This is an optimization exercise on Yosys and OpenROAD, whose aim is small area, not a production implementation. Where RTL was checked, it was by simulation tests only, not by an equivalence proof against the original. No activity file was given, so power comes from the tool's default toggle rates.

== job 2727 ==
==> module b62_core, before the edit <==
module b62_core (
    input  wire         clk,
    input  wire         rst,       
    input  wire         start,     
    input  wire         dec,       
    input  wire [1:0]   sel,       
    input  wire [5:0]   len,       
    input  wire [343:0] din,
    output wire         ready,
    output reg          done,
    output wire [1:0]   err,       
    output wire [5:0]   err_idx,   
    output wire [5:0]   out_len,
    output wire [343:0] dout
);
    localparam ERR_NONE  = 2'd0;
    localparam ERR_ALPHA = 2'd1;
    localparam ERR_FRAME = 2'd2;
    localparam ERR_OVF   = 2'd3;
    function [7:0] alpha;
        input [1:0] s;
        input [5:0] d;
        reg       s1, t1, t2;
        reg [6:0] k;
        begin
            s1 = (s == 2'd1);
            t1 = s1 ? (d < 6'd26) : (d < 6'd10);
            t2 = s1 ? (d < 6'd52) : (d < 6'd36);
            case (s)
                2'd1:    k = t1 ? 7'h41 : t2 ? 7'h47 : 7'h7C;    
                2'd2:    k = t1 ? 7'h30 : t2 ? 7'h57 : 7'h1D;    
                default: k = t1 ? 7'h30 : t2 ? 7'h37 : 7'h3D;    
            endcase
            alpha = {1'b0, {1'b0, d} + k};
        end
    endfunction
    function [6:0] sym;
        input [1:0] s;
        input [7:0] c;
        reg       isdig, inlet, ok;
        reg [5:0] k;
        begin
            isdig = (c[7:4] == 4'b0011) && !(c[3] && (c[2] || c[1]));
            inlet = (c[4:0] != 5'd0) && !(c[4] && c[3] && (c[2] || (c[1] && c[0])));
            ok    = isdig || (c[7:6] == 2'b01 && inlet);
            if (!c[6])      k = (s == 2'd1) ? 6'd36 : 6'd48;                         
            else if (!c[5]) k = (s == 2'd0) ? 6'd9 : (s == 2'd1) ? 6'd63 : 6'd35;    
            else            k = (s == 2'd0) ? 6'd35 : (s == 2'd1) ? 6'd25 : 6'd9;    
            sym = {ok, {1'b0, c[4:0]} + k};
        end
    endfunction
    reg  [343:0] ring;        
    reg  [7:0]   x;           
    reg  [7:0]   r;           
    reg          busy;
    reg          dec_r;
    reg  [1:0]   sel_r;
    reg  [5:0]   len_r;
    reg  [5:0]   c;           
    reg  [5:0]   j;           
    reg          pre;         
    reg          clr;         
    reg          after;       
    reg          was_dir;     
    reg          nz;          
    reg  [1:0]   err_r;
    assign ready   = !busy;
    assign dout    = ring;
    assign err     = err_r;
    assign err_idx = (err_r == ERR_ALPHA) ? j : 6'd0;
    assign out_len = (err_r == ERR_NONE) ? j : 6'd0;
    wire [7:0] top   = ring[343:336];
    wire       div   = !pre && !clr;
    wire       m_ins = div && !after && (c == j);    
    wire       m_dir = div && !after && (c != j);
    wire       inchk = (c < len_r);                  
    reg        s_ok;
    reg  [6:0] s_k;
    always @* begin
        s_ok = ((top[7:4] == 4'b0011) && !(top[3] && (top[2] || top[1]))) ||
               (top[7:6] == 2'b01 && (top[4:0] != 5'd0) &&
                !(top[4] && top[3] && (top[2] || (top[1] && top[0]))));
        if (dec_r) begin
            if (!top[6])      s_k = (sel_r == 2'd1) ? 7'd36 : 7'd48;
            else if (!top[5]) s_k = (sel_r == 2'd0) ? 7'd9 : (sel_r == 2'd1) ? 7'd63 : 7'd35;
            else              s_k = (sel_r == 2'd0) ? 7'd35 : (sel_r == 2'd1) ? 7'd25 : 7'd9;
        end else begin
            case (sel_r)
                2'd1:    s_k = (r[5:0] < 6'd26) ? 7'h41 : (r[5:0] < 6'd52) ? 7'h47 : 7'h7C;
                2'd2:    s_k = (r[5:0] < 6'd10) ? 7'h30 : (r[5:0] < 6'd36) ? 7'h57 : 7'h1D;
                default: s_k = (r[5:0] < 6'd10) ? 7'h30 : (r[5:0] < 6'd36) ? 7'h37 : 7'h3D;
            endcase
        end
    end
    wire [6:0] s_sum = (dec_r ? {2'b00, top[4:0]} : {1'b0, r[5:0]}) + s_k;
    wire [6:0] cs    = {s_ok, s_sum[5:0]};
    wire       hit   = pre && dec_r && inchk && !cs[6];    
    wire       ovf   = nz || (was_dir && ring[7:0] != 8'd0);
    wire       frame = (len_r == 6'd1) || (len_r[1:0] == 2'd0);
    wire [5:0] jn    = j + 6'd1;
    wire [5:0] lnx   = len_r - (dec_r ? ((len_r[1:0] == 2'd1) ? 6'd2 : 6'd1)
                                      : {5'd0, j[1:0] != 2'd0});
    wire       last  = dec_r ? (len_r == 6'd2) : (lnx == 6'd0 && jn[1:0] != 2'd0);
    wire [9:0]  u  = {r[5:0], 3'b000} + {2'b00, top};    
    wire [3:0]  q2 = u / 10'd62;
    wire [5:0]  re = u % 10'd62;
    wire [7:0]  qe = {r[5:0], 2'b00} + {4'd0, q2};
    wire [13:0] td = {r, 6'd0} - {r, 1'b0} + {8'd0, top[5:0]};
    wire [7:0]  qd = {2'b00, td[13:8]};
    wire [7:0]  rd = td[7:0];
    wire [7:0] q   = dec_r ? qd : qe;
    wire [7:0] ins = dec_r ? r : {1'b0, s_sum};
    wire [7:0] pv  = !inchk ? 8'd0 : dec_r ? {2'b00, cs[5:0]} : top;
    wire [7:0] y = clr   ? 8'd0 :
                   pre   ? pv :
                   m_dir ? q :
                   m_ins ? ins : x;
    always @(posedge clk) begin
        if (!busy)
            ring <= din;
        else
            ring <= {ring[335:0], y};
        x <= top;
        if (rst) begin
            busy <= 1'b0;
            done <= 1'b0;
        end else begin
            done <= 1'b0;
            if (!busy) begin
                if (start) begin
                    busy    <= 1'b1;
                    dec_r   <= dec;
                    sel_r   <= sel;
                    len_r   <= len;
                    c       <= 6'd42;
                    j       <= 6'd0;
                    pre     <= 1'b1;
                    clr     <= 1'b0;
                    err_r   <= ERR_NONE;
                end
            end else begin
                c       <= c - 6'd1;
                was_dir <= m_dir;
                if (was_dir && ring[7:0] != 8'd0) nz <= 1'b1;
                if (m_dir) r <= dec_r ? rd : {2'b00, re};
                if (m_ins || pre) r <= 8'd0;
                if (m_ins) after <= 1'b1;
                if (hit && err_r == ERR_NONE) err_r <= ERR_ALPHA;
                if (pre && dec_r && inchk && cs[6] && err_r == ERR_NONE) j <= jn;
                if (c == 6'd0) begin
                    c     <= 6'd43;
                    nz    <= 1'b0;
                    after <= 1'b0;
                    pre   <= 1'b0;
                    if (div) begin
                        j     <= jn;
                        len_r <= lnx;
                    end
                    if (clr) begin
                        busy <= 1'b0;
                        done <= 1'b1;
                    end else if (pre) begin
                        if (err_r != ERR_NONE || hit) begin
                            clr <= 1'b1;
                            c   <= 6'd42;
                        end else if (dec_r && frame) begin
                            err_r <= ERR_FRAME;
                            clr   <= 1'b1;
                            c     <= 6'd42;
                        end else begin
                            j <= 6'd0;
                        end
                    end else if (last) begin
                        if (dec_r && ovf) begin
                            err_r <= ERR_OVF;
                            clr   <= 1'b1;
                            c     <= 6'd42;
                        end else begin
                            busy <= 1'b0;
                            done <= 1'b1;
                        end
                    end
                end
            end
        end
    end
endmodule
==> flow/config.mk <==
export PLATFORM = sky130hd
export DESIGN_NAME = b62_core
export DESIGN_NICKNAME = b62_core
export VERILOG_FILES = /design/flow/design.v
export SDC_FILE = /design/flow/constraint.sdc
export NUM_CORES = 4
export LEC_CHECK = 0
export CAP_MARGIN = 20
export CORE_MARGIN = 2
export CORE_UTILIZATION = 40
export SLEW_MARGIN = 20
==> flow/constraint.sdc <==
create_clock -name core_clock -period 5.5 [get_ports {clk}]
set_input_delay 1.1000 -clock core_clock [delete_from_list [all_inputs] [get_ports {clk}]]
set_output_delay 1.1000 -clock core_clock [all_outputs]
set_load 0.01 [all_outputs]
standard.sh (not shown) runs the stock make flow with config.mk's settings and CLKGATE_MAP_FILE= SYNTH_SCRIPT=/design/flow/synth_recipe.tcl, a recipe that flattens the netlist after the stock synthesis.
==> flow/flow/run.sh <==
#!/bin/bash
# The standard layout (standard.sh), with two changes to how it is made:
# ports are buffered with the smallest buffer instead of a delay buffer, and
# clock tree synthesis uses small clock buffers and no dummy loads.
set -euo pipefail
export BUFFER_PORTS_ARGS="-buffer_cell sky130_fd_sc_hd__buf_1"
export CTS_ARGS="-sink_clustering_enable -repair_clock_nets -dont_use_dummy_load -buf_list {sky130_fd_sc_hd__clkbuf_4 sky130_fd_sc_hd__clkbuf_8} -sink_clustering_size 12 -sink_clustering_max_diameter 60"
bash standard.sh finish > standard.log 2>&1
[inputs] job 3776 vs job 2727
--- a/flow/design.v
+++ b/flow/design.v
@@ -75,24 +75,5 @@
     wire       m_dir = div && !after && (c != j);
     wire       inchk = (c < len_r);                  
-    reg        s_ok;
-    reg  [6:0] s_k;
-    always @* begin
-        s_ok = ((top[7:4] == 4'b0011) && !(top[3] && (top[2] || top[1]))) ||
-               (top[7:6] == 2'b01 && (top[4:0] != 5'd0) &&
-                !(top[4] && top[3] && (top[2] || (top[1] && top[0]))));
-        if (dec_r) begin
-            if (!top[6])      s_k = (sel_r == 2'd1) ? 7'd36 : 7'd48;
-            else if (!top[5]) s_k = (sel_r == 2'd0) ? 7'd9 : (sel_r == 2'd1) ? 7'd63 : 7'd35;
-            else              s_k = (sel_r == 2'd0) ? 7'd35 : (sel_r == 2'd1) ? 7'd25 : 7'd9;
-        end else begin
-            case (sel_r)
-                2'd1:    s_k = (r[5:0] < 6'd26) ? 7'h41 : (r[5:0] < 6'd52) ? 7'h47 : 7'h7C;
-                2'd2:    s_k = (r[5:0] < 6'd10) ? 7'h30 : (r[5:0] < 6'd36) ? 7'h57 : 7'h1D;
-                default: s_k = (r[5:0] < 6'd10) ? 7'h30 : (r[5:0] < 6'd36) ? 7'h37 : 7'h3D;
-            endcase
-        end
-    end
-    wire [6:0] s_sum = (dec_r ? {2'b00, top[4:0]} : {1'b0, r[5:0]}) + s_k;
-    wire [6:0] cs    = {s_ok, s_sum[5:0]};
+    wire [6:0] cs    = sym(sel_r, top);
     wire       hit   = pre && dec_r && inchk && !cs[6];    
     wire       ovf   = nz || (was_dir && ring[7:0] != 8'd0);
@@ -110,5 +91,5 @@
     wire [7:0]  rd = td[7:0];
     wire [7:0] q   = dec_r ? qd : qe;
-    wire [7:0] ins = dec_r ? r : {1'b0, s_sum};
+    wire [7:0] ins = dec_r ? r : alpha(sel_r, r[5:0]);
     wire [7:0] pv  = !inchk ? 8'd0 : dec_r ? {2'b00, cs[5:0]} : top;
     wire [7:0] y = clr   ? 8'd0 :
Results
Register share of total power (lower): job 2727. Per the comparison of job 3776 with job 2727, post-synth design cell area +about 0.5%; routed wire length rose 12%; register-to-register slack -0.08 ns; synthesized flop and latch total neither gained nor lost much. Going from job 2727 to job 3776, cell count barely changed; ratio of cells with drive above 1 in the final layout barely changed; post-synthesis cell type count dropped 7.3%.
The RTL of job 3776 was laid out without a check of its function.

## re-timing with driven ports
Ports are ideal in the flow. The routed layouts listed here were re-timed in OpenROAD.
Step 1 assumes that a clkbuf_16 drives the clock port and a buf_2 every other input.
Step 2 times the ports against the registers' clock, not the clock port: input delays grow and output delays shrink by t, the midpoint of the rising clock arrivals with the driver on.
a / b / c = no drivers / after step 1 / after step 2; a / b = the first two.
run | t (ns) | setup slack, ns | worst setup path after step 2 | worst register clock-pin slew, ns
job 2727 | 0.639 | 0.642 / 0.642 / 0.642 | register to register | 0.09 / 0.09
job 3776 | 0.650 | 0.558 / 0.558 / 0.558 | register to register | 0.09 / 0.09
After both steps every run listed still meets setup and hold.
